This is an optimization exercise on Yosys and OpenROAD, whose aim is small area and a short achievable clock period, not a production implementation.
At most, simulation tests tie the RTL to the original design; equivalence was not proved.
Function not checked in run 7: the RTL went through the layout flow alone.
Power figures rest on the tool's default switching activity, not on a simulated workload.

--- flow/run.sh ---
#!/bin/bash
# The standard layout, with two changes to the cells it may pick:
# - the port buffers are the plain buffer sky130_fd_sc_hd__buf_2 instead of
#   the cell buffer_ports picks by itself;
# - the slow wide gates (or3, or4, nor4, and4 and their inverted-input forms) are
#   added to the platform's don't-use list, so synthesis and repair build
#   those functions from NAND/NOR gates instead.
set -euo pipefail
export BUFFER_PORTS_ARGS="-buffer_cell sky130_fd_sc_hd__buf_2"
# the platform's own don't-use list (platforms/sky130hd/config.mk)
dont_use="sky130_fd_sc_hd__probe_p_8 sky130_fd_sc_hd__probec_p_8 sky130_fd_sc_hd__lpflow_bleeder_1"
for s in 1 16 2 4 8; do
  dont_use="$dont_use sky130_fd_sc_hd__lpflow_clkbufkapwr_$s sky130_fd_sc_hd__lpflow_clkinvkapwr_$s"
done
for s in 12 3 4 6 8; do dont_use="$dont_use sky130_fd_sc_hd__lpflow_decapkapwr_$s"; done
dont_use="$dont_use sky130_fd_sc_hd__lpflow_inputiso0n_1 sky130_fd_sc_hd__lpflow_inputiso0p_1"
dont_use="$dont_use sky130_fd_sc_hd__lpflow_inputiso1n_1 sky130_fd_sc_hd__lpflow_inputiso1p_1"
dont_use="$dont_use sky130_fd_sc_hd__lpflow_inputisolatch_1"
for s in 1 16 2 4 8; do dont_use="$dont_use sky130_fd_sc_hd__lpflow_isobufsrc_$s"; done
dont_use="$dont_use sky130_fd_sc_hd__lpflow_isobufsrckapwr_16"
for s in 1 2 4; do
  dont_use="$dont_use sky130_fd_sc_hd__lpflow_lsbuf_lh_hl_isowell_tap_$s sky130_fd_sc_hd__lpflow_lsbuf_lh_isowell_tap_$s"
done
dont_use="$dont_use sky130_fd_sc_hd__lpflow_lsbuf_lh_isowell_4"
# added here
for c in or3 or3b or4 or4b or4bb nor4 nor4b nor4bb and4 and4b and4bb; do
  for s in 1 2 4; do dont_use="$dont_use sky130_fd_sc_hd__${c}_${s}"; done
done
bash standard.sh "DONT_USE_CELLS=$dont_use" finish > standard.log 2>&1
--- standard.sh ---
#!/bin/bash
# synth_recipe.tcl (not shown) runs the flow's synth.tcl, then flattens the netlist and writes it again
# the make line also repeats each setting of config.mk as NAME=value (left out here)
make -C /OpenROAD-flow-scripts/flow DESIGN_CONFIG=/design/flow/config.mk WORK_HOME=/design/flow/orfs CLKGATE_MAP_FILE= SYNTH_SCRIPT=/design/flow/synth_recipe.tcl "${@:-finish}"
--- config.mk ---
export PLATFORM = sky130hd
export DESIGN_NAME = ahrs_rx
export DESIGN_NICKNAME = ahrs_rx
export VERILOG_FILES = /design/flow/design.v
export SDC_FILE = /design/flow/constraint.sdc
export NUM_CORES = 4
export LEC_CHECK = 0
export CAP_MARGIN = 20
export CORE_MARGIN = 2
export CORE_UTILIZATION = 60
export CTS_CLUSTER_DIAMETER = 80
export CTS_CLUSTER_SIZE = 30
export PLACE_DENSITY = 0.7
export SETUP_SLACK_MARGIN = 3.9
export SLEW_MARGIN = 20
--- constraint.sdc ---
create_clock -name core_clock -period 6.5 [get_ports {clk}]
set_input_delay 1.3000 -clock core_clock [delete_from_list [all_inputs] [get_ports {clk}]]
set_output_delay 1.3000 -clock core_clock [all_outputs]
set_load 0.01 [all_outputs]
--- design.v ---
module ahrs_crc16 (
    input  wire [15:0] crc_in,
    input  wire [7:0]  data,
    output reg  [15:0] crc_out
);
    integer i;
    reg [15:0] t;
    always @(*) begin
        t = crc_in ^ {data, 8'h00};
        for (i = 0; i < 8; i = i + 1) begin
            if (t[15])
                t = {t[14:0], 1'b0} ^ 16'h1021;
            else
                t = {t[14:0], 1'b0};
        end
        crc_out = t;
    end
endmodule
module ahrs_parser (
    input  wire        clk,
    input  wire        rst,
    input  wire        feed,         
    input  wire        preset,       
    input  wire [7:0]  data,         
    output wire        done,         
    output wire        wr_angle,     
    output wire [1:0]  wr_field,     
    output wire        wr_status,    
    output wire [31:0] acc_q         
);
    localparam [3:0] S_SYNC0  = 4'd0,
                     S_SYNC1  = 4'd1,
                     S_SYNC2  = 4'd2,
                     S_SYNC3  = 4'd3,
                     S_COMPID = 4'd4,
                     S_STATUS = 4'd5,
                     S_CRC0   = 4'd6,
                     S_CRC1   = 4'd7,
                     S_ANG0   = 4'd8,
                     S_ANG1   = 4'd9,
                     S_ANG2   = 4'd10,
                     S_ANG3   = 4'd11;
    localparam [15:0] CRC_PREAMBLE = 16'h7982;    
    reg [3:0]  st;
    reg [15:0] crc;
    reg [3:0]  seen;      
    reg [1:0]  fld;
    reg [31:0] acc;
    wire [31:0] value = {acc[23:0], data};
    assign acc_q = acc;
    wire [15:0] crc_next;
    ahrs_crc16 u_crc (.crc_in(crc), .data(data), .crc_out(crc_next));
    wire       in_sync = (st[3:2] == 2'b00);
    wire [7:0] ang_exp = value[30:23];
    wire       ang_bad = (ang_exp == 8'hFF) ||
                         (ang_exp == 8'h00 && value[22:0] != 23'd0);
    reg       id_known;
    reg [1:0] id_k;
    always @(*) begin
        id_known = 1'b1;
        id_k     = 2'd0;
        case (data)
            8'h05:   id_k = 2'd0;
            8'h18:   id_k = 2'd1;
            8'h19:   id_k = 2'd2;
            8'h4F:   id_k = 2'd3;
            default: id_known = 1'b0;
        endcase
    end
    wire done_d = (st == S_CRC1) && crc[7:0] == 8'h00 && data == crc[15:8];
    assign wr_field  = fld;
    assign wr_angle  = feed && st == S_ANG3 && !ang_bad;
    assign wr_status = feed && st == S_STATUS;
    assign done      = feed && done_d;
    wire [3:0] st_after = (seen == 4'b1111) ? S_CRC0 : S_COMPID;
    reg [3:0] st_feed;
    always @(*) begin
        case (st)
            S_SYNC0, S_SYNC1, S_SYNC2, S_SYNC3: begin
                if (data == (st == S_SYNC0 ? 8'h00 : st == S_SYNC1 ? 8'h17 :
                             st == S_SYNC2 ? 8'h05 : 8'h04))
                    st_feed = st + 4'd1;
                else if (data == 8'h00)
                    st_feed = S_SYNC1;
                else
                    st_feed = S_SYNC0;
            end
            S_COMPID: begin
                if (!id_known || seen[id_k])
                    st_feed = S_SYNC0;
                else
                    st_feed = (id_k == 2'd3) ? S_STATUS : S_ANG0;
            end
            S_ANG0, S_ANG1, S_ANG2: st_feed = st + 4'd1;
            S_ANG3:   st_feed = ang_bad ? S_SYNC0 : st_after;
            S_STATUS: st_feed = st_after;
            S_CRC0:   st_feed = S_CRC1;
            default:  st_feed = S_SYNC0;
        endcase
    end
    always @(posedge clk) begin
        if (rst || preset)
            st <= S_SYNC0;
        else if (feed)
            st <= st_feed;
    end
    always @(posedge clk) begin
        if (feed) begin
            acc <= value;
            crc <= in_sync ? CRC_PREAMBLE : crc_next;
            if (in_sync)
                seen <= 4'b0;
            else if (st == S_COMPID && id_known)
                seen[id_k] <= 1'b1;
            if (st == S_COMPID)
                fld <= id_k;
        end
    end
endmodule
module ahrs_tbuf (
    input  wire       clk,
    input  wire       rst,
    input  wire       offer,
    input  wire       update,
    output wire [2:0] write_oh,
    output wire [2:0] read_oh,
    output wire       took        
);
    reg [2:0] w_oh, c_oh, r_oh;
    reg       new_f;
    assign write_oh = w_oh;
    assign read_oh  = r_oh;
    assign took     = update & (offer | new_f);
    wire       swap_n = update & new_f;
    wire [2:0] c_n    = swap_n ? r_oh : c_oh;
    wire [2:0] r_n    = swap_n ? c_oh : r_oh;
    wire [2:0] c_y    = update ? r_oh : w_oh;
    wire [2:0] r_y    = update ? w_oh : r_oh;
    always @(posedge clk) begin
        if (rst) begin
            w_oh  <= 3'b001;
            c_oh  <= 3'b010;
            r_oh  <= 3'b100;
            new_f <= 1'b0;
        end else begin
            w_oh  <= offer ? c_oh : w_oh;
            c_oh  <= offer ? c_y : c_n;
            r_oh  <= offer ? r_y : r_n;
            new_f <= offer ? !update : (new_f & !update);
        end
    end
endmodule
module ahrs_store (
    input  wire        clk,
    input  wire        rst,
    input  wire [2:0]  write_oh,    
    input  wire        wr_angle,
    input  wire [1:0]  wr_field,    
    input  wire        wr_status,
    input  wire [31:0] wr_value,    
    output wire [103:0] slot0,      
    output wire [103:0] slot1,
    output wire [103:0] slot2,
    output wire [11:0]  written     
);
    reg [31:0] yaw    [0:2];
    reg [31:0] pitch  [0:2];
    reg [31:0] roll   [0:2];
    reg [7:0]  status [0:2];
    reg [3:0]  valid  [0:2];    
    reg pend_angle, pend_status;
    always @(posedge clk) begin
        pend_angle  <= wr_angle  && !rst;
        pend_status <= wr_status && !rst;
    end
    integer i;
    always @(posedge clk) begin
        for (i = 0; i < 3; i = i + 1) begin
            if (pend_angle && write_oh[i]) begin
                case (wr_field)
                    2'd0:    yaw[i]   <= wr_value;
                    2'd1:    pitch[i] <= wr_value;
                    default: roll[i]  <= wr_value;
                endcase
            end
            if (pend_status && write_oh[i])
                status[i] <= wr_value[7:0];
        end
    end
    always @(posedge clk) begin
        for (i = 0; i < 3; i = i + 1) begin
            if (rst) begin
                valid[i] <= 4'b0;
            end else begin
                if (pend_angle && write_oh[i]) begin
                    case (wr_field)
                        2'd0:    valid[i][0] <= 1'b1;
                        2'd1:    valid[i][1] <= 1'b1;
                        default: valid[i][2] <= 1'b1;
                    endcase
                end
                if (pend_status && write_oh[i])
                    valid[i][3] <= 1'b1;
            end
        end
    end
    assign slot0 = {status[0], roll[0], pitch[0], yaw[0]};
    assign slot1 = {status[1], roll[1], pitch[1], yaw[1]};
    assign slot2 = {status[2], roll[2], pitch[2], yaw[2]};
    assign written = {valid[2], valid[1], valid[0]};
endmodule
module ahrs_rx (
    input  wire        clk,
    input  wire        rst,
    input  wire        p_valid,
    input  wire [31:0] p_cmd,
    output reg         p_resp_valid,
    output reg         p_resp_err,
    output wire [31:0] p_resp_val,
    input  wire        c_valid,
    input  wire [31:0] c_cmd,
    output reg         c_resp_valid,
    output reg         c_resp_err,
    output reg  [31:0] c_resp_val
);
    localparam [7:0] OPC_CRC_UPDATE   = 8'h01,
                     OPC_FEED         = 8'h10,
                     OPC_PARSER_RESET = 8'h11,
                     OPC_OFFER        = 8'h20,
                     OPC_UPDATE       = 8'h21,
                     OPC_GET_PITCH    = 8'h30,
                     OPC_GET_YAW      = 8'h31,
                     OPC_GET_ROLL     = 8'h32,
                     OPC_GET_STATUS   = 8'h33;
    wire [7:0]  p_opc   = p_cmd[31:24];
    wire [15:0] p_arg16 = p_cmd[23:8];
    wire [7:0]  p_arg8  = p_cmd[7:0];
    wire [7:0]  c_opc   = c_cmd[31:24];
    wire [15:0] c_arg16 = c_cmd[23:8];
    wire [7:0]  c_arg8  = c_cmd[7:0];
    wire p_crc    = p_valid && p_opc == OPC_CRC_UPDATE;
    wire p_feed   = p_valid && p_opc == OPC_FEED         && p_arg16 == 16'h0;
    wire p_preset = p_valid && p_opc == OPC_PARSER_RESET && p_arg16 == 16'h0 && p_arg8 == 8'h0;
    wire p_offer  = p_valid && p_opc == OPC_OFFER        && p_arg16 == 16'h0 && p_arg8 == 8'h0;
    wire p_legal  = p_crc || p_feed || p_preset || p_offer;
    wire c_noarg  = c_arg16 == 16'h0 && c_arg8 == 8'h0;
    wire c_crc    = c_valid && c_opc == OPC_CRC_UPDATE;
    wire c_update = c_valid && c_opc == OPC_UPDATE     && c_noarg;
    wire c_gp     = c_valid && c_opc == OPC_GET_PITCH  && c_noarg;
    wire c_gy     = c_valid && c_opc == OPC_GET_YAW    && c_noarg;
    wire c_gr     = c_valid && c_opc == OPC_GET_ROLL   && c_noarg;
    wire c_gs     = c_valid && c_opc == OPC_GET_STATUS && c_noarg;
    wire c_legal  = c_crc || c_update || c_gp || c_gy || c_gr || c_gs;
    wire [15:0] p_crc_out, c_crc_out;
    ahrs_crc16 u_pcrc (.crc_in(p_arg16), .data(p_arg8), .crc_out(p_crc_out));
    ahrs_crc16 u_ccrc (.crc_in(c_arg16), .data(c_arg8), .crc_out(c_crc_out));
    wire        feed_done;
    wire        wr_angle, wr_status;
    wire [1:0]  wr_field;
    wire [31:0] wr_value;
    ahrs_parser u_parser (
        .clk(clk), .rst(rst),
        .feed(p_feed), .preset(p_preset), .data(p_arg8),
        .done(feed_done),
        .wr_angle(wr_angle), .wr_field(wr_field),
        .wr_status(wr_status), .acc_q(wr_value)
    );
    wire [2:0] write_oh, read_oh;
    wire       took;
    ahrs_tbuf u_tbuf (
        .clk(clk), .rst(rst),
        .offer(p_offer || feed_done),
        .update(c_update),
        .write_oh(write_oh), .read_oh(read_oh),
        .took(took)
    );
    wire [103:0] slot0, slot1, slot2;
    wire [11:0]  written;
    ahrs_store u_store (
        .clk(clk), .rst(rst),
        .write_oh(write_oh),
        .wr_angle(wr_angle), .wr_field(wr_field),
        .wr_status(wr_status), .wr_value(wr_value),
        .slot0(slot0), .slot1(slot1), .slot2(slot2), .written(written)
    );
    wire [3:0] rok0 = {4{read_oh[0]}} & written[3:0];
    wire [3:0] rok1 = {4{read_oh[1]}} & written[7:4];
    wire [3:0] rok2 = {4{read_oh[2]}} & written[11:8];
    wire [31:0] rd_yaw    = ({32{rok0[0]}} & slot0[31:0])   | ({32{rok1[0]}} & slot1[31:0])   | ({32{rok2[0]}} & slot2[31:0]);
    wire [31:0] rd_pitch  = ({32{rok0[1]}} & slot0[63:32])  | ({32{rok1[1]}} & slot1[63:32])  | ({32{rok2[1]}} & slot2[63:32]);
    wire [31:0] rd_roll   = ({32{rok0[2]}} & slot0[95:64])  | ({32{rok1[2]}} & slot1[95:64])  | ({32{rok2[2]}} & slot2[95:64]);
    wire [7:0]  rd_status = ({8{rok0[3]}}  & slot0[103:96]) | ({8{rok1[3]}}  & slot1[103:96]) | ({8{rok2[3]}}  & slot2[103:96]);
    reg [31:0] rd_field;
    always @(*) begin
        case (c_opc[1:0])
            2'd0:    rd_field = rd_pitch;
            2'd1:    rd_field = rd_yaw;
            2'd2:    rd_field = rd_roll;
            default: rd_field = {24'h0, rd_status};
        endcase
    end
    wire c_get = c_gp || c_gy || c_gr || c_gs;
    wire [15:0] p_val = ({16{p_crc}} & p_crc_out) | {15'h0, feed_done};
    wire [31:0] c_val = ({32{c_get}} & rd_field) |
                        {16'h0, {16{c_crc}} & c_crc_out} |
                        {31'h0, took};
    reg  [15:0] p_val_q;
    always @(posedge clk) begin
        if (rst) begin
            p_resp_valid <= 1'b0;
            c_resp_valid <= 1'b0;
        end else begin
            p_resp_valid <= p_valid;
            c_resp_valid <= c_valid;
        end
        p_resp_err <= p_valid && !p_legal;
        p_val_q    <= p_val;
        c_resp_err <= c_valid && !c_legal;
        c_resp_val <= c_val;
    end
    assign p_resp_val = {16'h0, p_val_q};
endmodule
==> results.toml, run 1 <==
[global_routing]
grt_overflow = 0
grt_pass1_vias = 10458
antenna_found_initial = 0
grt_pass1_wl_um = 61000
grt_max_degree = 58
grt_usage_pct = 26.4

[synthesis]
synth_ff_type = "edfxtp_1"
yosysTopAreaCellShare_pct = 62.6
syn_area_sq_um = 17500
synth_largest_area_cell = "edfxtp_1"
synth_warnings = 10
yosys-top-cells-area = "edfxtp_1 (63%), dfxtp_1 (9.1%), a22oi_1 (3.4%)"
synth_cell_types = 55
synth_edf_count = 366
syn_avg_cell_area_sq_um = 13.7
async_reset_ff_share_pct = 0
synth-seq-cells = 446
synthCells = 1281
synth_seq_area_share_pct = 71.8

[sta]
timing.fmax_mhz = 398
hold_ws_ns = 0.472
timing.final.crit_period_ns = 2.51
final.setup.tns_ns = 0
clock_skew_ns = 0.0338
drv_slew = 0
finalCritPeriodShare_pct = 38.7
worst_pin_slew_ns = 1.08
slew_headroom_pct = 27.8
final-setup-viol-count = 0
rsz0062_at_grt = "yes"
hold_violations = 0

[min_path]
hold_class = "flip-flop to flip-flop"
min_from = "u_store.valid[0][0]$_SDFFE_PP0P_"
hold_depth = 2

[power_and_ir_drop]
p_leak_uw = 0.00625
ir_drop_v = 0.000199
power_density_nw_per_um2 = 246
totalPowerFinal_uw = 4730

[floorplan]
fp.dieH_um = 175
dieArea_sq_um = 30600
core_area_sq_um = 28800
io_pins = 136
rows = 62
start_util_pct = 61.0
die_w_um = 175

[clock_network]
clock_latency_ns = 0.55
cts.sinks = 446
clk_path_buf_depth = 3
cts_max_level = 1
cts_hold_buffers = 0
clockRootBuffer = "clkbuf_16"
cts_buffers = 19
cts_tree = "yes"
path_clk_slew_ns = 0.11

[worst_setup_path]
slowest_stage = "buf_4"
cp-end-kind = "flip-flop"
cp_cell_sequence = "buf_2 -> nor2b_1 -> nand4_1 -> nor2_1 -> nand4_1 -> buf_4 -> nor2_1 -> a221o_1"
cp.depth = 8
cp_top_family = "simple AND/OR/NAND/NOR gates"
crit_path_start = "c_cmd[29]"
worstRegToRegCells = 5
required_ns = 6.98
path_class = "input pin to flip-flop"
path_buf_inv = 2
cp_max_fo = 33
r2r_start = "u_tbuf.r_oh[0]$_SDFFE_PP0P_"
startpoint_type = "input pin"
crit_arrival_ns = 2.99
critPathMaxStageDelay_ns = 0.32

[drt]
remaining_drc_errors = 0
vias_per_cell = 6.11
drt_iter0_drc = 1156
vias = 10789
firstDrtPassIters = 7
routed_wl_um = 40900
routedWlPerCell_um = 23.2
postRouteAntennaNets = 0

[place]
hpwl_um = 24500
dpl_cell_area_sq_um = 18500
portBuffers = 119
gp_congestion = 0.861

[flow_run]
maxCapViolCount = 0

[layout]
antennaDiodeCount = 0
fin_area_sq_um = 19200
layout-drive-gt1-share_pct = 14.7
syn_to_final_growth_pct = 9.42
final_nets = 1440

[run_status]
outcome = "timing/DRC/antenna clean"
[worst register-to-register path, stage by stage, from the launching register on]
cell and delay, ns:
dfxtp_1 0.42, and2_1 0.73, buf_4 0.40, a22oi_1 0.14, a22o_1 0.26, o32ai_1 0.26
[layout by cell type (no fill, tap or decap), drive strengths merged, types with 5 or more instances in the layout]
| master | count |
|---|---|
| edfxtp | 366 |
| nor2 | 157 |
| buf | 135 |
| nand2 | 85 |
| dfxtp | 80 |
| a22oi | 79 |
| a21oi | 56 |
| xnor2 | 53 |
| a22o | 33 |
| a211oi | 31 |
| clkbuf | 28 |
| and2 | 27 |
| a311oi | 23 |
| nand4 | 20 |
| nor3 | 20 |
| nor2b | 17 |
| conb | 16 |
| inv | 16 |
| nand3 | 14 |
| xor2 | 14 |
| o21ai | 14 |
| a31oi | 13 |
| or2 | 8 |
| o22ai | 7 |
| a211o | 6 |
| and3 | 6 |
| o2bb2ai | 5 |
| mux2i | 5 |
| nor3b | 5 |
| nand2b | 5 |
[final cells by class]
cell class,instances,area [sq um]
clock buffers,28,531
clock inverters,6,71.3
fillers,2102,9580
inverters,12,61.3
multi-input cells,754,4740
flip-flops and latches,446,12600
well taps,384,480
repair buffers,135,728
[flip-flops by register name (all words and copies together) (netlist names), 4 cells and up]
register / cells
c_resp_val: 32
u_store.roll: 96
u_parser.crc: 16
u_parser.acc: 32
u_store.status: 24
u_store.pitch: 96
p_val_q: 16
u_store.valid: 12
u_parser.seen: 4
u_store.yaw: 96
u_parser.st: 4
[kinds of logic (layout without fill, tap and decap cells)]
family          after synthesis  count (layout)  share of synthesized area (%)
compound gates              289             289                           11.8
xor+xnor                     67              67                           3.51
fa+ha+maj                     4               4                          0.285
buf+inv                      96             181                           2.46
flops                       446             446                           71.8
mux                           5               5                          0.285
other cells                   1              16                         0.0214
simple gates                373             373                           9.87
[Yosys cell counts, types with 3 or more instances]
master,number
edfxtp_1,366
nor2_1,157
nand2_1,85
dfxtp_1,80
a22oi_1,79
clkbuf_1,58
a21oi_1,56
xnor2_1,49
a22o_1,33
a211oi_1,31
and2_1,26
a311oi_1,23
nand4_1,20
nor2b_1,17
nor3_1,17
buf_4,16
nand3_1,14
xor2_1,14
a31oi_1,13
o21ai_0,13
inv_1,11
o22ai_1,7
or2_2,7
a211o_1,6
and3_1,6
buf_1,6
mux2i_1,5
nand2b_1,5
o2bb2ai_1,5
a221oi_1,4
ha_1,4
nor3b_1,4
o211ai_1,4
o32ai_1,4
xnor2_2,4
a21o_1,3
buf_2,3
nand4b_1,3
nor3_2,3
[metal layers]
layer  global-route usage, %  wire length [um]
met2                    44.5             20100
met3                    2.24              2710
met5                       0                 0
met1                    37.7             17300
met4                    6.32               754
[stage by stage]
step | instances | setup WS (ns) | utilization [%]
2_1_floorplan | 1296 | 3.75 | -
3_3_place_gp | 1728 | 2.99 | 64.2
3_5_place_dp | 1728 | 3.00 | 64.2
6_report | 1765 | 3.99 | 66.7
4_1_cts | 1762 | 3.90 | 66.3
5_1_grt | 1765 | 3.86 | 66.7
[path summary, 6_finish.rpt]
| kind | slack, ns | to |
|---|---|---|
| max reg2reg | 4.19 | c_resp_val[6]$_DFF_P_ |
| max | 3.99 | c_resp_val[0]$_DFF_P_ |
| min | 0.47 | u_store.valid[0][0]$_SDFFE_PP0P_ |
| min reg2reg | 0.47 | u_store.valid[0][0]$_SDFFE_PP0P_ |
[report_power, final]
part           internal [uW]  total (uW)  switching (uW)
logic                   85.0         208             123
registers               3040        3040           0.404
clock network            631        1480             846
[what timing repair did]
item / in CTS / in global routing
endpoints found under the setup margin: 28 / 25
buffers inserted: 0 / 3
gates cloned: 0 / 0
gates resized for setup: 4 / 14
pin swaps: 0 / 4
==> inputs of run 2 (changes only) <==
--- a/config.mk
+++ b/config.mk
@@ -7,9 +7,9 @@
 export LEC_CHECK = 0
 export CAP_MARGIN = 20
 export CORE_MARGIN = 2
-export CORE_UTILIZATION = 60
+export CORE_UTILIZATION = 70
 export CTS_CLUSTER_DIAMETER = 80
 export CTS_CLUSTER_SIZE = 30
-export PLACE_DENSITY = 0.7
+export PLACE_DENSITY = 0.75
 export SETUP_SLACK_MARGIN = 3.9
 export SLEW_MARGIN = 20
==> results.toml, run 2 <==
[drt]
vias_per_cell = 6.49
top_layer = "met4"
drt_iter0_drc = 1200
wl_met1_um = 16000
wl_met2_um = 20200
postRouteAntennaNets = 0
routed_wl_um = 40800
wl_met3_um = 3400
routedWlPerCell_um = 23.9
remaining_drc_errors = 0
firstDrtPassIters = 5
vias = 11074

[place]
place_inst = 1668
portBuffers = 119
hpwl_um = 23800
dp_slack_ns = 2.96
gp_congestion = 0.868

[layout]
final_cell_mix = "edfxtp_1 (366), nor2_1 (150), buf_2 (119), nand2_1 (84), dfxtp_1 (80)"
layout_commonest_cell = "edfxtp_1"
syn_to_final_growth_pct = 9.02
antennaDiodeCount = 0
finalNonFillerCells = 1707
layout-drive-gt1-share_pct = 15.0
final_nets = 1442
largestRegisters = "u_store.pitch: 96 flops, u_store.roll: 96 flops, u_store.yaw: 96 flops"
fillers = 1451

[synthesis]
synth_edf_count = 366
yosys.area_share.simple_pct = 9.87
synth-compound-area-share_pct = 11.8
synth_largest_area_cell = "edfxtp_1"
synth_seq_area_share_pct = 71.8
syn_avg_cell_area_sq_um = 13.7
async_reset_ff_share_pct = 0
synthTopCellsByCount = "edfxtp_1 (366), nor2_1 (157), nand2_1 (85), dfxtp_1 (80), a22oi_1 (79)"
synthAdderAreaFrac_pct = 0.285
yosysTopAreaCellShare_pct = 62.6
synth_warnings = 10
synth_cell_types = 55
yosysMostFrequentCell = "edfxtp_1"
synth-seq-cells = 446
synth_xor_area_share_pct = 3.51
synth.area.mux_share_pct = 0.285
synthCells = 1281
yosys-top-cells-area = "edfxtp_1 (63%), dfxtp_1 (9.1%), a22oi_1 (3.4%)"
synth_ff_type = "edfxtp_1"
synth_top_family_by_area = "compound AO/OA/AOI/OAI gates"
syn_area_sq_um = 17500

[floorplan]
core_area_sq_um = 24500
fp.dieH_um = 162
rows = 57
die_w_um = 162
start_util_pct = 71.7
io_pins = 136
dieArea_sq_um = 26400

[sta]
final-setup-viol-count = 0
finalCritPeriodShare_pct = 38.1
clock_skew_ns = 0.0250
final.setup.tns_ns = 0
timing.fmax_mhz = 404
timing.final.crit_period_ns = 2.48
drv_slew = 0
rsz0062_at_grt = "yes"
setup_ws_ns = 4.02
worst_pin_slew_ns = 1.06
slew_headroom_pct = 29.3
hold_ws_ns = 0.476
hold_violations = 0

[min_path]
hold_class = "flip-flop to flip-flop"

[worst_setup_path]
startpoint_type = "input pin"
crit_arrival_ns = 2.95
path_class = "input pin to flip-flop"
cp_max_fo = 7
required_ns = 6.97
cp-end-kind = "flip-flop"

[power_and_ir_drop]
p_clk_share_pct = 30.3
netSwitchingFraction_pct = 20.6
p_int_uw = 3720
p_leak_uw = 0.00625
comb_power_share_pct = 4.6
ir_drop_v = 0.000204
seq_power_share_pct = 65.1
p_switching_uw = 964
power_density_nw_per_um2 = 245

[clock_network]
cts.sinks = 446
cts_max_level = 1
path_clk_slew_ns = 0.11
cts_buffers = 19
clockRootBuffer = "clkbuf_16"
clock_latency_ns = 0.54
cts_tree = "yes"
clk_path_buf_depth = 3

[global_routing]
grt_pass1_wl_um = 61100
grt_pass1_vias = 10738
antenna_found_initial = 0
grt_max_degree = 64
grt_overflow = 0
grt_usage_pct = 30.8

[run_status]
outcome = "timing/DRC/antenna clean"

[flow_run]
maxCapViolCount = 0
-- run 2: cell type report --
type	instances	area [sq um]	share of cell area, %
timing repair buffer	137	778	4.07
clock inverter	4	47.5	0.249
clock buffer	30	527	2.75
tap	324	405	2.12
sequential	446	12600	65.8
inverter	12	61.3	0.320
multi-input combinational	754	4720	24.7
-- run 2: cell families (layout without fill, tap and decap cells) --
group                    after synthesis  in the layout
flip-flops                           446            446
AND/OR/NAND/NOR                      373            373
AO/OA/AOI/OAI                        289            289
buffers and inverters                 96            183
XOR/XNOR                              67             67
multiplexers                           5              5
adder cells (fa/ha/maj)                4              4
other                                  1             16
-- run 2: timing repair --
action | CTS | global route
buffers inserted | 3 | 0
hold buffers | 0 | 0
endpoints found under the setup margin | 44 | 16
pin swaps | 2 | 1
gates resized for setup | 6 | 12
cloned | 0 | 2
-- run 2: worst paths after layout --
check        cells past startpoint  slack, ns                               end                              from
max                              9       4.02       u_parser.st[1]$_SDFFE_PP0P_                          p_cmd[4]
min                              2       0.48  u_store.valid[2][1]$_SDFFE_PP0P_  u_store.valid[2][1]$_SDFFE_PP0P_
max reg2reg                      5       4.14             c_resp_val[5]$_DFF_P_       u_tbuf.r_oh[2]$_SDFFE_PP1P_
min reg2reg                      2       0.48  u_store.valid[2][1]$_SDFFE_PP0P_  u_store.valid[2][1]$_SDFFE_PP0P_
-- run 2: critical path, cell delays in order --
cell,delay (ns)
buf_2,0.19
nor2_2,0.18
nand4_1,0.18
buf_4,0.20
nor3_1,0.25
o21ai_1,0.15
a221oi_1,0.28
a21oi_1,0.07
a21oi_1,0.14
-- run 2: per-layer routing --
layer | up-vias | GRT usage [%]
li1 | 4953 | -
met1 | 5450 | 42.9
met2 | 590 | 52.3
met3 | 81 | 3.06
met4 | 0 | 10.0
met5 | - | 0
-- run 2: power groups by stage --
stage                     combinational, uW  sequential (uW)  clock [uW]
final                                   217             3040        1420
after floorplan                         138             3110           0
after global placement                  203             3110           0
after CTS                               207             3040        1420
after detailed placement                203             3110           0
after global routing                    234             3050        1510
-- run 2: through the flow --
step | util [%] | power, uW | cell area (sq um)
floorplan | - | 3250 | 17700
global placement | 75.2 | 3310 | 18400
detailed placement | 75.2 | 3310 | 18400
CTS | 77.8 | 4670 | 19000
global route | 78.2 | 4790 | 19100
finish | 78.2 | 4680 | 19100
==> inputs of run 3 (changes only) <==
--- a/config.mk
+++ b/config.mk
@@ -7,9 +7,9 @@
 export LEC_CHECK = 0
 export CAP_MARGIN = 20
 export CORE_MARGIN = 2
-export CORE_UTILIZATION = 70
+export CORE_UTILIZATION = 60
 export CTS_CLUSTER_DIAMETER = 80
 export CTS_CLUSTER_SIZE = 30
-export PLACE_DENSITY = 0.75
-export SETUP_SLACK_MARGIN = 3.9
+export PLACE_DENSITY = 0.6
+export SETUP_SLACK_MARGIN = 4.0
 export SLEW_MARGIN = 20
==> results.toml, run 3 <==
[floorplan]
fp.dieH_um = 175
die_w_um = 175
dieArea_sq_um = 30600
io_pins = 136
core_area_sq_um = 28800
rows = 62
start_util_pct = 61.0

[sta]
slew_headroom_pct = 26.2
final.setup.tns_ns = 0
timing.final.crit_period_ns = 2.44
setup_ws_ns = 4.06
drv_slew = 0
hold_ws_ns = 0.471
hold_violations = 0
final-setup-viol-count = 0
worst_pin_slew_ns = 1.11
rsz0062_at_grt = "yes"
clock_skew_ns = 0.0214
timing.fmax_mhz = 410
finalCritPeriodShare_pct = 37.5

[drt]
postRouteAntennaNets = 0
firstDrtPassIters = 5
vias_per_cell = 6.08
remaining_drc_errors = 0
vias = 10769
routedWlPerCell_um = 23.7
routed_wl_um = 41900
drt_iter0_drc = 1127

[place]
dpl_cell_area_sq_um = 18500
dp_slack_ns = 3.12
portBuffers = 119
gp_congestion = 0.820
hpwl_um = 25200

[layout]
final_cell_mix = "edfxtp_1 (366), nor2_1 (150), buf_2 (112), nand2_1 (84), dfxtp_1 (80)"
fillers = 2129
antennaDiodeCount = 0
final_nets = 1447
layout-drive-gt1-share_pct = 15.3
largestRegisters = "u_store.pitch: 96 flops, u_store.roll: 96 flops, u_store.yaw: 96 flops"
multi_input_area_sq_um = 4780
fin_area_sq_um = 19300
layout_commonest_cell = "edfxtp_1"
syn_to_final_growth_pct = 9.96
seq_area_sq_um = 12600

[worst_setup_path]
required_ns = 6.91
path_class = "input pin to flip-flop"
r2r-end = "c_resp_val[7]$_DFF_P_"
startpoint_type = "input pin"
reg2reg_slack_ns = 4.08
worstRegToRegCells = 7
r2r_start = "u_tbuf.r_oh[1]$_SDFFE_PP0P_"
cp-end-kind = "flip-flop"
cp_max_fo = 6
crit_arrival_ns = 2.86

[global_routing]
grt_max_degree = 58
grt_overflow = 0
grt_pass1_wl_um = 62300
grt_pass1_vias = 10374
antenna_found_initial = 0
grt_usage_pct = 27.2

[synthesis]
synth_edf_count = 366
synth_seq_area_share_pct = 71.8
syn_avg_cell_area_sq_um = 13.7
synthCells = 1281
synth_warnings = 10
synthTopCellsByCount = "edfxtp_1 (366), nor2_1 (157), nand2_1 (85), dfxtp_1 (80), a22oi_1 (79)"
yosysMostFrequentCell = "edfxtp_1"
synth-seq-cells = 446
yosysTopAreaCellShare_pct = 62.6
synth_largest_area_cell = "edfxtp_1"
synth_cell_types = 55
synth_ff_type = "edfxtp_1"
yosys-top-cells-area = "edfxtp_1 (63%), dfxtp_1 (9.1%), a22oi_1 (3.4%)"
syn_area_sq_um = 17500
async_reset_ff_share_pct = 0

[power_and_ir_drop]
ir_drop_v = 0.000229
comb_power_share_pct = 4.6
p_int_uw = 3710
p_switching_uw = 970
power_density_nw_per_um2 = 243
netSwitchingFraction_pct = 20.7
p_leak_uw = 0.00629
seq_power_share_pct = 65.0
p_clk_share_pct = 30.4

[clock_network]
cts_hold_buffers = 0
cts_max_level = 1
path_clk_slew_ns = 0.10
clockRootBuffer = "clkbuf_16"
clk_path_buf_depth = 3
cts_buffers = 19
clock_latency_ns = 0.54
cts_tree = "yes"
cts.sinks = 446

[min_path]
min_from = "u_store.valid[2][1]$_SDFFE_PP0P_"
hold_end = "u_store.valid[2][1]$_SDFFE_PP0P_"
hold_depth = 2
hold_class = "flip-flop to flip-flop"

[flow_run]
maxCapViolCount = 0

[run_status]
outcome = "timing/DRC/antenna clean"
run 3: final cells by class:
| cell class | count | share of cell area (%) |
|---|---|---|
| clock inverter | 5 | 0.259 |
| sequential | 446 | 65.3 |
| tap | 384 | 2.49 |
| timing repair buffer | 140 | 4.08 |
| multi-input combinational | 755 | 24.8 |
| timing repair inverter | 1 | 0.0584 |
| inverter | 12 | 0.370 |
| clock buffer | 29 | 2.71 |
run 3: worst max path at each step:
stage	start	to	slack [ns]	cells after the start
3_3_place_gp	c_cmd[24]	u_tbuf.r_oh[0]$_SDFFE_PP0P_	3.14	8
6_report	p_cmd[7]	u_tbuf.r_oh[1]$_SDFFE_PP0P_	4.06	9
3_5_place_dp	c_cmd[24]	u_tbuf.r_oh[0]$_SDFFE_PP0P_	3.12	8
5_1_grt	p_cmd[7]	u_tbuf.r_oh[1]$_SDFFE_PP0P_	3.96	9
4_1_cts	p_cmd[4]	u_tbuf.w_oh[0]$_SDFFE_PP1P_	4.02	9
2_1_floorplan	p_valid	u_parser.fld[0]$_DFFE_PP_	3.75	6
run 3: critical path, cell delays in order:
cell and delay (ns):
buf_2 0.17, nor2_4 0.14, nand4_1 0.13, buf_4 0.17, nor3b_4 0.18, a21o_1 0.23
and2_4 0.23, mux2i_1 0.21, a21oi_1 0.09
run 3: cells by family (layout without fill, tap and decap cells):
family	count (synthesis)	after routing	synth area share [%]
xor gates and xnor gates	67	67	3.51
muxes	5	5	0.285
and+or+nand+nor	373	374	9.87
buffers and inverters	96	187	2.46
adders and majority gates	4	4	0.285
other	1	16	0.0214
AOI/OAI and AO/OA	289	289	11.8
DFF	446	446	71.8
run 3: per-stage QoR:
stage,power (uW),utilization [%],instances
after detailed placement,3310,64.3,1728
after floorplan,3250,-,1296
after CTS,4700,66.5,1767
after global routing,4820,67.1,1772
final,4680,67.1,1772
after global placement,3320,64.3,1728
run 3: power by group through the flow:
stage | logic (uW) | clock network (uW) | registers (uW)
2_1_floorplan | 139 | 0 | 3110
3_5_place_dp | 205 | 0 | 3110
3_3_place_gp | 205 | 0 | 3110
5_1_grt | 231 | 1540 | 3050
6_report | 213 | 1430 | 3040
4_1_cts | 207 | 1450 | 3040
run 3: metal layers:
metal,up-vias,share of wire [%],GRT usage (%)
met5,-,0,0
met4,0,1.6,5.14
met3,42,7.0,3.11
met2,424,49,45.8
met1,5342,42,38.9
li1,4961,-,-
run 3: repair_timing:
item	CTS	global route
gates resized for setup	6	28
endpoints found under the setup margin	50	28
cloned	0	2
setup buffers	5	3
pin swaps	3	8
==> inputs of run 4 (changes only) <==
--- a/config.mk
+++ b/config.mk
@@ -10,6 +10,6 @@
 export CORE_UTILIZATION = 60
 export CTS_CLUSTER_DIAMETER = 80
 export CTS_CLUSTER_SIZE = 30
-export PLACE_DENSITY = 0.6
+export PLACE_DENSITY = 0.7
 export SETUP_SLACK_MARGIN = 4.0
 export SLEW_MARGIN = 20
==> results.toml, run 4 <==
[run_status]
outcome = "timing/DRC/antenna clean"

[synthesis]
synth_top_family_by_area = "compound AO/OA/AOI/OAI gates"
synth_ff_type = "edfxtp_1"
async_reset_ff_share_pct = 0
synth_warnings = 10
synth_largest_area_cell = "edfxtp_1"
yosysTopAreaCellShare_pct = 62.6
yosys-top-cells-area = "edfxtp_1 (63%), dfxtp_1 (9.1%), a22oi_1 (3.4%)"
synth-compound-area-share_pct = 11.8
syn_area_sq_um = 17500
yosysMostFrequentCell = "edfxtp_1"
synthCells = 1281
synth.area.mux_share_pct = 0.285
synth_edf_count = 366
synth_seq_area_share_pct = 71.8
synth_cell_types = 55
synthTopCellsByCount = "edfxtp_1 (366), nor2_1 (157), nand2_1 (85), dfxtp_1 (80), a22oi_1 (79)"
synth_xor_area_share_pct = 3.51
synthAdderAreaFrac_pct = 0.285
syn_avg_cell_area_sq_um = 13.7
yosys.area_share.simple_pct = 9.87
synth-seq-cells = 446

[drt]
vias = 10913
vias_per_cell = 6.16
routed_wl_um = 40900
drt_iter0_drc = 1136
remaining_drc_errors = 0
firstDrtPassIters = 5
routedWlPerCell_um = 23.1
postRouteAntennaNets = 0

[floorplan]
core_area_sq_um = 28800
fp.dieH_um = 175
start_util_pct = 61.0
io_pins = 136
dieArea_sq_um = 30600
rows = 62
die_w_um = 175

[power_and_ir_drop]
p_int_uw = 3740
p_leak_uw = 0.00629
power_density_nw_per_um2 = 244
netSwitchingFraction_pct = 20.6
p_clk_share_pct = 30.8
ir_drop_v = 0.000161
seq_power_share_pct = 64.7
p_switching_uw = 970
comb_power_share_pct = 4.5

[clock_network]
cts_hold_buffers = 0
clk_path_buf_depth = 3
clockRootBuffer = "clkbuf_16"
cts.sinks = 446
clock_latency_ns = 0.54
cts_tree = "yes"
path_clk_slew_ns = 0.11
cts_max_level = 1
cts_buffers = 19

[place]
portBuffers = 119
place_inst = 1729
dpl_cell_area_sq_um = 18500
hpwl_um = 24500
gp_congestion = 0.874

[layout]
layout-drive-gt1-share_pct = 15.4
layout_commonest_cell = "edfxtp_1"
fillers = 2090
final_cell_mix = "edfxtp_1 (366), nor2_1 (151), buf_2 (119), nand2_1 (84), dfxtp_1 (80)"
final_nets = 1447
antennaDiodeCount = 0
largestRegisters = "u_store.pitch: 96 flops, u_store.roll: 96 flops, u_store.yaw: 96 flops"
syn_to_final_growth_pct = 9.81
fin_area_sq_um = 19300
finalNonFillerCells = 1771

[worst_setup_path]
worstRegToRegCells = 5
path_class = "input pin to flip-flop"
r2r_start = "u_tbuf.r_oh[2]$_SDFFE_PP1P_"
startpoint_type = "input pin"
reg2reg_slack_ns = 4.07
cp-end-kind = "flip-flop"
r2r-end = "c_resp_val[5]$_DFF_P_"
required_ns = 6.93
crit_arrival_ns = 2.88
cp_max_fo = 13

[min_path]
hold_end = "u_store.valid[0][3]$_SDFFE_PP0P_"
min_from = "u_store.valid[0][3]$_SDFFE_PP0P_"
hold_depth = 2
hold_class = "flip-flop to flip-flop"

[global_routing]
grt_pass1_vias = 10558
grt_usage_pct = 26.6
grt_max_degree = 60
grt_overflow = 0
antenna_found_initial = 0
grt_pass1_wl_um = 61600

[sta]
hold_violations = 0
rsz0062_at_grt = "yes"
clock_skew_ns = 0.0141
timing.fmax_mhz = 409
slew_headroom_pct = 29.1
finalCritPeriodShare_pct = 37.6
hold_ws_ns = 0.473
final-setup-viol-count = 0
drv_slew = 0
timing.final.crit_period_ns = 2.45
worst_pin_slew_ns = 1.06
final.setup.tns_ns = 0

[flow_run]
maxCapViolCount = 0
[run 4: changes by cell type in the layout (fill, tap and decap cells not counted), sizes merged]
cell	change
clkbuf	-3
clkinvlp	-1
bufinv	+1
inv	-2
clkinv	+2
buf	+2
[run 4: power by group through the flow]
stage | Combinational (uW) | Clock [uW] | Sequential [uW]
2_1_floorplan | 139 | 0 | 3110
3_3_place_gp | 203 | 0 | 3110
3_5_place_dp | 204 | 0 | 3110
4_1_cts | 208 | 1460 | 3040
5_1_grt | 230 | 1570 | 3050
6_report | 212 | 1450 | 3040
[run 4: area by class of cell]
type,instances,area [sq um],share of cell area (%)
Clock inverter,6,81.3,0.422
Clock buffer,27,505,2.62
Tap cell,384,480,2.49
Sequential cell,446,12600,65.3
Inverter,12,71.3,0.370
Multi-Input combinational cell,755,4760,24.7
Timing Repair Buffer,141,777,4.03
[run 4: worst max-delay path by stage]
stage | depth (start not counted) | start | slack [ns] | endpoint
6_report | 8 | p_cmd[0] | 4.05 | u_tbuf.w_oh[0]$_SDFFE_PP1P_
5_1_grt | 9 | p_cmd[5] | 3.97 | u_parser.st[1]$_SDFFE_PP0P_
4_1_cts | 7 | c_cmd[25] | 3.99 | c_resp_val[17]$_DFF_P_
3_5_place_dp | 7 | c_cmd[25] | 2.90 | c_resp_val[17]$_DFF_P_
3_3_place_gp | 7 | c_cmd[25] | 2.89 | c_resp_val[17]$_DFF_P_
2_1_floorplan | 6 | p_valid | 3.75 | u_parser.fld[0]$_DFFE_PP_
[run 4: per-stage QoR]
stage | utilization, % | total power (uW) | setup slack, ns
4_1_cts | 66.6 | 4710 | 3.99
6_report | 67.0 | 4710 | 4.05
5_1_grt | 67.0 | 4840 | 3.97
3_5_place_dp | 64.3 | 3310 | 2.90
3_3_place_gp | 64.3 | 3310 | 2.89
2_1_floorplan | - | 3250 | 3.75
[run 4: worst max-delay path, cell delays in order]
cell     delay, ns
buf_2         0.30
xnor2_2       0.20
nand4_1       0.16
nor2_1        0.14
a21o_1        0.25
and2_4        0.24
nor2_1        0.06
a211o_1       0.23
[run 4: what timing repair did]
item                       in CTS  in global routing
setup endpoints to repair      50                 26
cloned                          0                  1
pin swaps                       4                  3
resized for setup               8                 13
setup buffers                   7                  1
[run 4: kinds of logic after synthesis]
logic type / count (synthesis)
simple gates: 373
xor+xnor: 67
other cells: 1
buf+inv: 96
compound gates: 289
mux: 5
fa+ha+maj: 4
flops: 446
[run 4: layer usage]
metal / vias to the layer above / wire length [um] / track usage [%] / share of wire [%]
li1: 4966 / - / - / -
met1: 5396 / 17100 / 37.4 / 42
met2: 491 / 19700 / 44.0 / 48
met3: 60 / 2950 / 3.46 / 7.2
met4: 0 / 1080 / 7.64 / 2.6
met5: - / 0 / 0 / 0
==> inputs of run 5 (changes only) <==
--- a/config.mk
+++ b/config.mk
@@ -5,11 +5,11 @@
 export SDC_FILE = /design/flow/constraint.sdc
 export NUM_CORES = 4
 export LEC_CHECK = 0
-export CAP_MARGIN = 20
+export CAP_MARGIN = 5
 export CORE_MARGIN = 2
 export CORE_UTILIZATION = 60
 export CTS_CLUSTER_DIAMETER = 80
 export CTS_CLUSTER_SIZE = 30
 export PLACE_DENSITY = 0.7
 export SETUP_SLACK_MARGIN = 4.0
-export SLEW_MARGIN = 20
+export SLEW_MARGIN = 5
==> results.toml, run 5 <==
[layout]
largestRegisters = "u_store.pitch: 96 flops, u_store.roll: 96 flops, u_store.yaw: 96 flops"
seq_area_sq_um = 12600
utilization_pct = 67.0
syn_to_final_growth_pct = 9.81
antennaDiodeCount = 0
final_cell_mix = "edfxtp_1 (366), nor2_1 (151), buf_2 (119), nand2_1 (84), dfxtp_1 (80)"
layout_commonest_cell = "edfxtp_1"
layout-drive-gt1-share_pct = 15.4
multi_input_area_sq_um = 4760
fillers = 2090
final_nets = 1447

[power_and_ir_drop]
ir_drop_v = 0.000161
totalPowerFinal_uw = 4710
p_leak_uw = 0.00629
power_density_nw_per_um2 = 244

[global_routing]
grt_usage_pct = 26.6
grt_max_degree = 60
grt_pass1_wl_um = 61600
grt_pass1_vias = 10558
antenna_found_initial = 0
grt_overflow = 0

[sta]
timing.final.crit_period_ns = 2.45
final-setup-viol-count = 0
rsz0062_at_grt = "yes"
final.setup.tns_ns = 0
clock_skew_ns = 0.0141
drv_slew = 0
worst_pin_slew_ns = 1.06
slew_headroom_pct = 29.1
finalCritPeriodShare_pct = 37.6
timing.fmax_mhz = 409
hold_violations = 0

[clock_network]
cts_buffers = 19
cts_max_level = 1
clockRootBuffer = "clkbuf_16"
path_clk_slew_ns = 0.11
cts.sinks = 446
cts_hold_buffers = 0
cts_tree = "yes"
clk_path_buf_depth = 3
clock_latency_ns = 0.54

[floorplan]
dieArea_sq_um = 30600
rows = 62
start_util_pct = 61.0
io_pins = 136
fp.dieH_um = 175
core_area_sq_um = 28800
die_w_um = 175

[worst_setup_path]
crit_arrival_ns = 2.88
cp_top_family = "simple AND/OR/NAND/NOR gates"
worstRegToRegCells = 5
startpoint_type = "input pin"
critPathMaxStageDelay_ns = 0.30
r2r-end = "c_resp_val[5]$_DFF_P_"
r2r_start = "u_tbuf.r_oh[2]$_SDFFE_PP1P_"
required_ns = 6.93
reg2reg_slack_ns = 4.07
cp-endpoint = "u_tbuf.w_oh[0]$_SDFFE_PP1P_"
crit_path_start = "p_cmd[0]"
cp_cell_sequence = "buf_2 -> xnor2_2 -> nand4_1 -> nor2_1 -> a21o_1 -> and2_4 -> nor2_1 -> a211o_1"
crit_top_cell = "nor2_1"
cp.depth = 8
path_class = "input pin to flip-flop"
path_buf_inv = 1
cp-end-kind = "flip-flop"
cp_max_fo = 13
slowest_stage = "buf_2"

[drt]
vias = 10913
firstDrtPassIters = 5
vias_per_cell = 6.16
remaining_drc_errors = 0
routedWlPerCell_um = 23.1
postRouteAntennaNets = 0
drt_iter0_drc = 1136
routed_wl_um = 40900

[synthesis]
yosysTopAreaCellShare_pct = 62.6
synthCells = 1281
yosysMostFrequentCell = "edfxtp_1"
async_reset_ff_share_pct = 0
synth_seq_area_share_pct = 71.8
yosys-top-cells-area = "edfxtp_1 (63%), dfxtp_1 (9.1%), a22oi_1 (3.4%)"
synth_edf_count = 366
syn_avg_cell_area_sq_um = 13.7
syn_area_sq_um = 17500
synth_ff_type = "edfxtp_1"
synth_warnings = 10
synth_cell_types = 55
synth-seq-cells = 446
synthTopCellsByCount = "edfxtp_1 (366), nor2_1 (157), nand2_1 (85), dfxtp_1 (80), a22oi_1 (79)"
synth_largest_area_cell = "edfxtp_1"

[min_path]
hold_class = "flip-flop to flip-flop"

[place]
gp_congestion = 0.874
hpwl_um = 24500
portBuffers = 119

[run_status]
outcome = "timing/DRC/antenna clean"

[flow_run]
maxCapViolCount = 0
[run 5: power breakdown]
group          internal, uW  leakage [uW]  total [uW]  switching [uW]
Clock                   607      0.000282        1450             844
Combinational          86.7       0.00207         212             125
Sequential             3040       0.00394        3040           0.356
Total                  3740       0.00629        4710             970
[run 5: layout make-up]
type,count,share of cell area (%)
clock inverter,6,0.422
multi-input combinational,755,24.7
sequential,446,65.3
clock buffer,27,2.62
tap,384,2.49
timing repair buffer,141,4.03
inverter,12,0.370
[run 5: logic make-up (layout without fill, tap and decap cells)]
family	after synthesis	after routing	share of synthesized area, %
DFF	446	446	71.8
and+or+nand+nor	373	374	9.87
AOI/OAI and AO/OA	289	289	11.8
buffers and inverters	96	186	2.46
xor gates and xnor gates	67	67	3.51
muxes	5	5	0.285
adders and majority gates	4	4	0.285
other	1	16	0.0214
[run 5: worst min path at each step]
stage	startpoint	endpoint	slack, ns	cells after the start
global placement	u_store.valid[2][3]$_SDFFE_PP0P_	u_store.valid[2][3]$_SDFFE_PP0P_	0.44	2
finish	u_store.valid[0][3]$_SDFFE_PP0P_	u_store.valid[0][3]$_SDFFE_PP0P_	0.47	2
CTS	u_store.valid[0][3]$_SDFFE_PP0P_	u_store.valid[0][3]$_SDFFE_PP0P_	0.48	2
global route	u_store.valid[1][3]$_SDFFE_PP0P_	u_store.valid[1][3]$_SDFFE_PP0P_	0.50	2
detailed placement	u_store.valid[0][3]$_SDFFE_PP0P_	u_store.valid[0][3]$_SDFFE_PP0P_	0.45	2
floorplan	u_store.valid[2][0]$_SDFFE_PP0P_	u_store.valid[2][0]$_SDFFE_PP0P_	0.43	2
[run 5: worst register-to-register path, cell delays in order, from the launching register on]
cell and delay (ns):
dfxtp_1 0.51, and2_1 0.72, buf_4 0.43, a22oi_1 0.18, a22o_1 0.27, o32ai_1 0.25
[run 5: timing repair]
item,4_1_cts,5_1_grt
gates cloned,0,1
setup endpoints to repair,50,26
resized for setup,8,13
setup buffers,7,1
pin swaps,4,3
[run 5: per-stage QoR]
| stage | instance area [sq um] | setup WS (ns) | hold WS [ns] | std cells |
|---|---|---|---|---|
| after detailed placement | 18500 | 2.90 | 0.451 | 1729 |
| final | 19300 | 4.05 | 0.473 | 1771 |
| after global routing | 19300 | 3.97 | 0.503 | 1771 |
| after floorplan | 17700 | 3.75 | 0.432 | 1296 |
| after CTS | 19200 | 3.99 | 0.476 | 1769 |
| after global placement | 18500 | 2.89 | 0.441 | 1729 |
[run 5: metal layers]
metal  up-vias  wire length (um)  GRT usage (%)
met5         -                 0              0
met4         0              1080           7.64
met3        60              2950           3.46
met2       491             19700           44.0
met1      5396             17100           37.4
li1       4966                 -              -
==> inputs of run 6 (changes only) <==
==> config.mk (replaced) <==
export PLATFORM = sky130hd
export DESIGN_NAME = ahrs_rx
export DESIGN_NICKNAME = ahrs_rx
export VERILOG_FILES = /design/flow/design.v
export SDC_FILE = /design/flow/constraint.sdc
export NUM_CORES = 4
export LEC_CHECK = 0
export CAP_MARGIN = 20
export CORE_MARGIN = 2
export CORE_UTILIZATION = 60
export CTS_CLUSTER_DIAMETER = 60
export CTS_CLUSTER_SIZE = 25
export PLACE_DENSITY = 0.7
export SETUP_SLACK_MARGIN = 4.0
export SLEW_MARGIN = 20
==> results.toml, run 6 <==
[run_status]
outcome = "timing/DRC/antenna clean"

[drt]
routed_wl_um = 40900
remaining_drc_errors = 0
routedWlPerCell_um = 22.8
postRouteAntennaNets = 0
drt_iter0_drc = 1157
vias = 10951
vias_per_cell = 6.11
firstDrtPassIters = 5

[place]
dpl_cell_area_sq_um = 18500
portBuffers = 119
dp_slack_ns = 2.90
hpwl_um = 24500
gp_congestion = 0.874

[sta]
final-setup-viol-count = 0
slew_headroom_pct = 27.7
timing.final.crit_period_ns = 2.48
hold_violations = 0
setup_ws_ns = 4.02
finalCritPeriodShare_pct = 38.2
clock_skew_ns = 0.0183
final.setup.tns_ns = 0
worst_pin_slew_ns = 1.08
timing.fmax_mhz = 403
drv_slew = 0
rsz0062_at_grt = "yes"

[worst_setup_path]
required_ns = 6.96
startpoint_type = "input pin"
cp-end-kind = "flip-flop"
crit_arrival_ns = 2.94
path_class = "input pin to flip-flop"
cp_max_fo = 13

[clock_network]
clk_path_buf_depth = 3
cts_max_level = 1
cts_buffers = 30
clockRootBuffer = "clkbuf_16"
cts_tree = "yes"
cts_hold_buffers = 0
path_clk_slew_ns = 0.08
clock_latency_ns = 0.58
cts.sinks = 446

[synthesis]
synth_ff_type = "edfxtp_1"
synth_edf_count = 366
synth_warnings = 10
synth-seq-cells = 446
yosys-top-cells-area = "edfxtp_1 (63%), dfxtp_1 (9.1%), a22oi_1 (3.4%)"
synth_seq_area_share_pct = 71.8
synth_largest_area_cell = "edfxtp_1"
yosysTopAreaCellShare_pct = 62.6
syn_avg_cell_area_sq_um = 13.7
synthCells = 1281
synthTopCellsByCount = "edfxtp_1 (366), nor2_1 (157), nand2_1 (85), dfxtp_1 (80), a22oi_1 (79)"
synth_cell_types = 55
yosysMostFrequentCell = "edfxtp_1"
async_reset_ff_share_pct = 0
syn_area_sq_um = 17500

[layout]
fillers = 2010
final_cell_mix = "edfxtp_1 (366), nor2_1 (151), buf_2 (119), nand2_1 (84), dfxtp_1 (80)"
largestRegisters = "u_store.pitch: 96 flops, u_store.roll: 96 flops, u_store.yaw: 96 flops"
syn_to_final_growth_pct = 12.3
layout_commonest_cell = "edfxtp_1"
fin_area_sq_um = 19700
antennaDiodeCount = 0
layout-drive-gt1-share_pct = 17.2
final_nets = 1455

[floorplan]
fp.dieH_um = 175
dieArea_sq_um = 30600
core_area_sq_um = 28800
io_pins = 136
rows = 62
start_util_pct = 61.0
die_w_um = 175

[global_routing]
grt_overflow = 0
grt_pass1_vias = 10684
grt_max_degree = 60
grt_usage_pct = 26.6
grt_pass1_wl_um = 61900
antenna_found_initial = 0

[min_path]
hold_class = "flip-flop to flip-flop"

[power_and_ir_drop]
power_density_nw_per_um2 = 266
ir_drop_v = 0.000210
p_leak_uw = 0.00650

[flow_run]
maxCapViolCount = 0
run 6: cell type report:
class                           instances  area, sq um  share of cell area (%)
Clock buffer                           34          797                    4.04
Clock inverter                         22          258                    1.31
Inverter                               12         71.3                   0.362
Multi-Input combinational cell        754         4750                    24.1
Sequential cell                       446        12600                    63.9
Tap cell                              384          480                    2.44
Timing Repair Buffer                  139          762                    3.87
run 6: per-stage QoR:
stage | total power (uW) | util (%) | hold slack, ns | instances
after global placement | 3310 | 64.3 | 0.441 | 1729
after global routing | 5390 | 68.5 | 0.496 | 1791
final | 5250 | 68.5 | 0.464 | 1791
after detailed placement | 3310 | 64.3 | 0.451 | 1729
after CTS | 5260 | 68.2 | 0.470 | 1790
after floorplan | 3250 | - | 0.432 | 1296
run 6: kinds of logic (layout without fill, tap and decap cells):
family	Yosys count	in the layout	share of synthesized area, %
other	1	16	0.0214
adders and majority gates	4	4	0.285
xor gates and xnor gates	67	67	3.51
muxes	5	5	0.285
AOI/OAI and AO/OA	289	289	11.8
and+or+nand+nor	373	373	9.87
DFF	446	446	71.8
buffers and inverters	96	207	2.46
run 6: power by group:
group | internal, uW | switching (uW)
Clock | 951 | 1040
Combinational | 86.0 | 125
Sequential | 3040 | 0.350
Total | 4080 | 1170
run 6: timing repair:
| item | 4_1_cts | 5_1_grt |
|---|---|---|
| setup endpoints to repair | 46 | 19 |
| pin swaps | 3 | 2 |
| gates resized for setup | 7 | 17 |
| setup buffers | 5 | 1 |
run 6: per-layer routing:
| metal | wire [um] | track usage, % | up-vias |
|---|---|---|---|
| met1 | 17100 | 37.4 | 5445 |
| met4 | 1060 | 7.74 | 0 |
| met2 | 19800 | 44.2 | 448 |
| met3 | 2880 | 3.39 | 56 |
| li1 | - | - | 5002 |
| met5 | 0 | 0 | - |
run 6: worst max-delay path: stages:
cell and delay [ns]:
buf_2 0.30, xnor2_2 0.17, nand4_1 0.15, nor2_1 0.06, a21o_2 0.25, and2_4 0.23
o21a_1 0.21, a221o_1 0.26
run 6: worst paths after layout:
path | start | cells past startpoint | endpoint | slack (ns)
setup / recovery | p_cmd[0] | 8 | c_resp_val[0]$_DFF_P_ | 4.02
setup reg to reg | u_tbuf.r_oh[2]$_SDFFE_PP1P_ | 5 | c_resp_val[5]$_DFF_P_ | 4.09
hold reg to reg | u_store.valid[0][3]$_SDFFE_PP0P_ | 2 | u_store.valid[0][3]$_SDFFE_PP0P_ | 0.46
hold / removal | u_store.valid[0][3]$_SDFFE_PP0P_ | 2 | u_store.valid[0][3]$_SDFFE_PP0P_ | 0.46
==> inputs of run 7 (changes only) <==
--- a/design.v
+++ b/design.v
@@ -72,6 +72,7 @@
     assign wr_angle  = feed && st == S_ANG3 && !ang_bad;
     assign wr_status = feed && st == S_STATUS;
     assign done      = feed && done_d;
+    wire [3:0] seen_set = (st == S_COMPID && id_known) ? (4'b0001 << id_k) : 4'b0000;
     wire [3:0] st_after = (seen == 4'b1111) ? S_CRC0 : S_COMPID;
     reg [3:0] st_feed;
     always @(*) begin
@@ -108,12 +109,8 @@
         if (feed) begin
             acc <= value;
             crc <= in_sync ? CRC_PREAMBLE : crc_next;
-            if (in_sync)
-                seen <= 4'b0;
-            else if (st == S_COMPID && id_known)
-                seen[id_k] <= 1'b1;
-            if (st == S_COMPID)
-                fld <= id_k;
+            seen <= in_sync ? 4'b0 : (seen | seen_set);
+            fld  <= (st == S_COMPID) ? id_k : fld;
         end
     end
 endmodule
--- a/config.mk
+++ b/config.mk
@@ -8,8 +8,8 @@
 export CAP_MARGIN = 20
 export CORE_MARGIN = 2
 export CORE_UTILIZATION = 60
-export CTS_CLUSTER_DIAMETER = 60
-export CTS_CLUSTER_SIZE = 25
+export CTS_CLUSTER_DIAMETER = 80
+export CTS_CLUSTER_SIZE = 30
 export PLACE_DENSITY = 0.7
-export SETUP_SLACK_MARGIN = 4.0
+export SETUP_SLACK_MARGIN = 3.9
 export SLEW_MARGIN = 20
==> results.toml, run 7 <==
[drt]
vias = 11110
routed_wl_um = 41800
routedWlPerCell_um = 23.0
remaining_drc_errors = 0
wl_met2_um = 19800
wl_met3_um = 3680
firstDrtPassIters = 6
drt_iter0_drc = 1151
vias_per_cell = 6.12
postRouteAntennaNets = 0
wl_met1_um = 17400
top_layer = "met4"

[sta]
final.setup.tns_ns = 0
slew_headroom_pct = 27.0
worst_pin_slew_ns = 1.10
hold_violations = 0
rsz0062_at_grt = "yes"
finalCritPeriodShare_pct = 39.1
drv_slew = 0
timing.fmax_mhz = 394
clock_skew_ns = 0.0209
setup_ws_ns = 3.96
timing.final.crit_period_ns = 2.54
final-setup-viol-count = 0

[layout]
seq_area_sq_um = 12600
layout_commonest_cell = "edfxtp_1"
final_nets = 1489
layout-drive-gt1-share_pct = 16.4
multi_input_area_sq_um = 4860
final_cell_mix = "edfxtp_1 (366), nand2_1 (138), nor2_1 (125), buf_2 (116), dfxtp_1 (80)"
antennaDiodeCount = 0
finalNonFillerCells = 1814
largestRegisters = "u_store.pitch: 96 flops, u_store.roll: 96 flops, u_store.yaw: 96 flops"
fillers = 2068
syn_to_final_growth_pct = 10.4

[synthesis]
syn_avg_cell_area_sq_um = 13.5
synth_ff_type = "edfxtp_1"
yosysTopAreaCellShare_pct = 62.3
synth_seq_area_share_pct = 71.4
synth_edf_count = 366
yosysMostFrequentCell = "edfxtp_1"
synth_warnings = 10
synth_cell_types = 57
synthCells = 1310
synth-seq-cells = 446
syn_area_sq_um = 17600
async_reset_ff_share_pct = 0
synthTopCellsByCount = "edfxtp_1 (366), nand2_1 (139), nor2_1 (136), dfxtp_1 (80), a22oi_1 (78)"
synth_largest_area_cell = "edfxtp_1"
yosys-top-cells-area = "edfxtp_1 (62%), dfxtp_1 (9.1%), a22oi_1 (3.3%)"

[clock_network]
clock_latency_ns = 0.55
clk_path_buf_depth = 3
cts_tree = "yes"
cts_max_level = 1
cts_hold_buffers = 0
path_clk_slew_ns = 0.11
cts.sinks = 446
cts_buffers = 19
clockRootBuffer = "clkbuf_16"

[power_and_ir_drop]
power_density_nw_per_um2 = 241
ir_drop_v = 0.000232
p_leak_uw = 0.00650

[floorplan]
die_w_um = 175
core_area_sq_um = 28800
fp.dieH_um = 175
start_util_pct = 61.3
rows = 62
dieArea_sq_um = 30800
io_pins = 136

[global_routing]
grt_max_degree = 56
grt_pass1_vias = 10620
antenna_found_initial = 0
grt_pass1_wl_um = 62700
grt_overflow = 0
grt_usage_pct = 26.8

[worst_setup_path]
critPathMaxStageDelay_ns = 0.29
required_ns = 6.98
cp_cell_sequence = "clkbuf_4 -> xnor2_4 -> buf_12 -> nand4_1 -> nor3_1 -> and2_1 -> o221ai_1 -> nor2b_1 -> a211oi_2"
cp_top_family = "simple AND/OR/NAND/NOR gates"
startpoint_type = "input pin"
r2r-end = "c_resp_val[14]$_DFF_P_"
path_buf_inv = 2
worstRegToRegCells = 6
path_class = "input pin to flip-flop"
crit_arrival_ns = 3.02
slowest_stage = "and2_1"
r2r_start = "u_tbuf.r_oh[2]$_SDFFE_PP1P_"
reg2reg_slack_ns = 3.98
cp-end-kind = "flip-flop"
cp_max_fo = 8

[min_path]
hold_end = "u_store.valid[0][3]$_SDFFE_PP0P_"
hold_class = "flip-flop to flip-flop"
min_from = "u_store.valid[0][3]$_SDFFE_PP0P_"
hold_depth = 2

[place]
gp_congestion = 0.876
portBuffers = 119
hpwl_um = 24500
dp_slack_ns = 2.78
place_inst = 1759

[run_status]
outcome = "timing/DRC/antenna clean"

[flow_run]
maxCapViolCount = 0
## run 7: per-stage QoR
stage               area (sq um)  util, %  total power [uW]  hold WS [ns]
floorplan                  17800        -              3250         0.432
global placement           18600     64.6              3310         0.440
detailed placement         18600     64.6              3310         0.450
CTS                        19300     67.1              4680         0.472
global route               19500     67.6              4810         0.505
finish                     19500     67.6              4690         0.471
## run 7: what timing repair did
| item | CTS | global route |
|---|---|---|
| gates resized for setup | 11 | 13 |
| endpoints found under the hold margin | 0 | 0 |
| setup buffers | 13 | 7 |
| endpoints found under the setup margin | 82 | 14 |
| cloned | 0 | 1 |
| pin swaps | 4 | 6 |
## run 7: report_power, final
part	total [uW]	switching, uW	internal [uW]	leakage [uW]
Clock	1430	855	573	0.000266
Combinational	215	128	86.6	0.00229
Sequential	3040	0.371	3040	0.00394
Total	4690	983	3700	0.00650
## run 7: worst max path at each step
stage	start	cells past startpoint	slack [ns]	endpoint
after CTS	p_cmd[6]	9	3.90	u_tbuf.r_oh[0]$_SDFFE_PP0P_
after global routing	c_cmd[25]	8	3.86	u_tbuf.c_oh[2]$_SDFFE_PP0P_
after detailed placement	c_cmd[25]	6	2.78	c_resp_val[0]$_DFF_P_
after global placement	c_cmd[25]	8	2.87	u_tbuf.r_oh[0]$_SDFFE_PP0P_
after floorplan	p_cmd[26]	8	3.40	u_parser.st[0]$_SDFFE_PP0P_
final	p_cmd[4]	9	3.96	u_tbuf.r_oh[0]$_SDFFE_PP0P_
## run 7: worst register-to-register path, delay by kind of cell, from the launching register on
| family | cells | cell delay, ns |
|---|---|---|
| AND/OR/NAND/NOR | 2 | 1.09 |
| flip-flops | 1 | 0.51 |
| buffers and inverters | 1 | 0.43 |
| AO/OA/AOI/OAI | 3 | 0.42 |
## run 7: cell type report
| class | instances | area share [%] |
|---|---|---|
| well taps | 384 | 2.47 |
| flip-flops and latches | 446 | 64.7 |
| multi-input cells | 783 | 25.0 |
| clock inverters | 4 | 0.251 |
| inverters | 13 | 0.270 |
| repair buffers | 154 | 4.70 |
| clock buffers | 30 | 2.65 |
## run 7: logic make-up (layout without fill, tap and decap cells)
kind of cell	count (synthesis)	after routing	synth area share [%]
adders and majority gates	4	4	0.284
xor gates and xnor gates	67	67	3.56
other	1	16	0.0213
DFF	446	446	71.4
buffers and inverters	96	201	2.51
and+or+nand+nor	447	447	11.7
AOI/OAI and AO/OA	242	242	10.1
muxes	7	7	0.412
## run 7: metal layers
layer / vias up / GRT usage, %
li1: 5043 / -
met3: 60 / 4.11
met1: 5482 / 39.1
met5: - / 0.321
met2: 525 / 43.2
met4: 0 / 6.20

-- afterwards: timing with drivers on the ports --
How much do the figures lean on ideal ports? The routed layouts below were timed once more, with nothing changed but the port constraints. Step 1 (the two cells are an assumption about what drives the block):
set clk [get_ports {clk}]
set_driving_cell -lib_cell sky130_fd_sc_hd__clkbuf_16 $clk
set_driving_cell -lib_cell sky130_fd_sc_hd__buf_2 [delete_from_list [all_inputs] $clk]
Step 2 moves the port delays by t, midway between the first and last clock arrival at a register: inputs arrive t later, outputs are due t later. That takes back most of the time a late clock gives input paths. Slacks: no drivers / after step 1 / after step 2; pairs: no drivers / after step 1.
| run | shift t [ns] | setup WS [ns] | cell pins on the clock port's net |
|---|---|---|---|
| run 1 | 0.587 | 3.987 / 4.018 / 3.431 | 1 |
| run 2 | 0.579 | 4.022 / 4.020 / 3.469 | 1 |
| run 3 | 0.585 | 4.060 / 4.061 / 3.476 | 1 |
| run 4 | 0.587 | 4.054 / 4.042 / 3.497 | 1 |
| run 5 | 0.587 | 4.054 / 4.042 / 3.497 | 1 |
| run 6 | 0.617 | 4.020 / 4.041 / 3.432 | 1 |
| run 7 | 0.589 | 3.961 / 3.978 / 3.402 | 1 |
After both steps setup and hold are still met in every run listed. For run 6, which loses most, drivers alone change the setup slack by +0.021 ns; drivers and shift together by -0.588 ns.
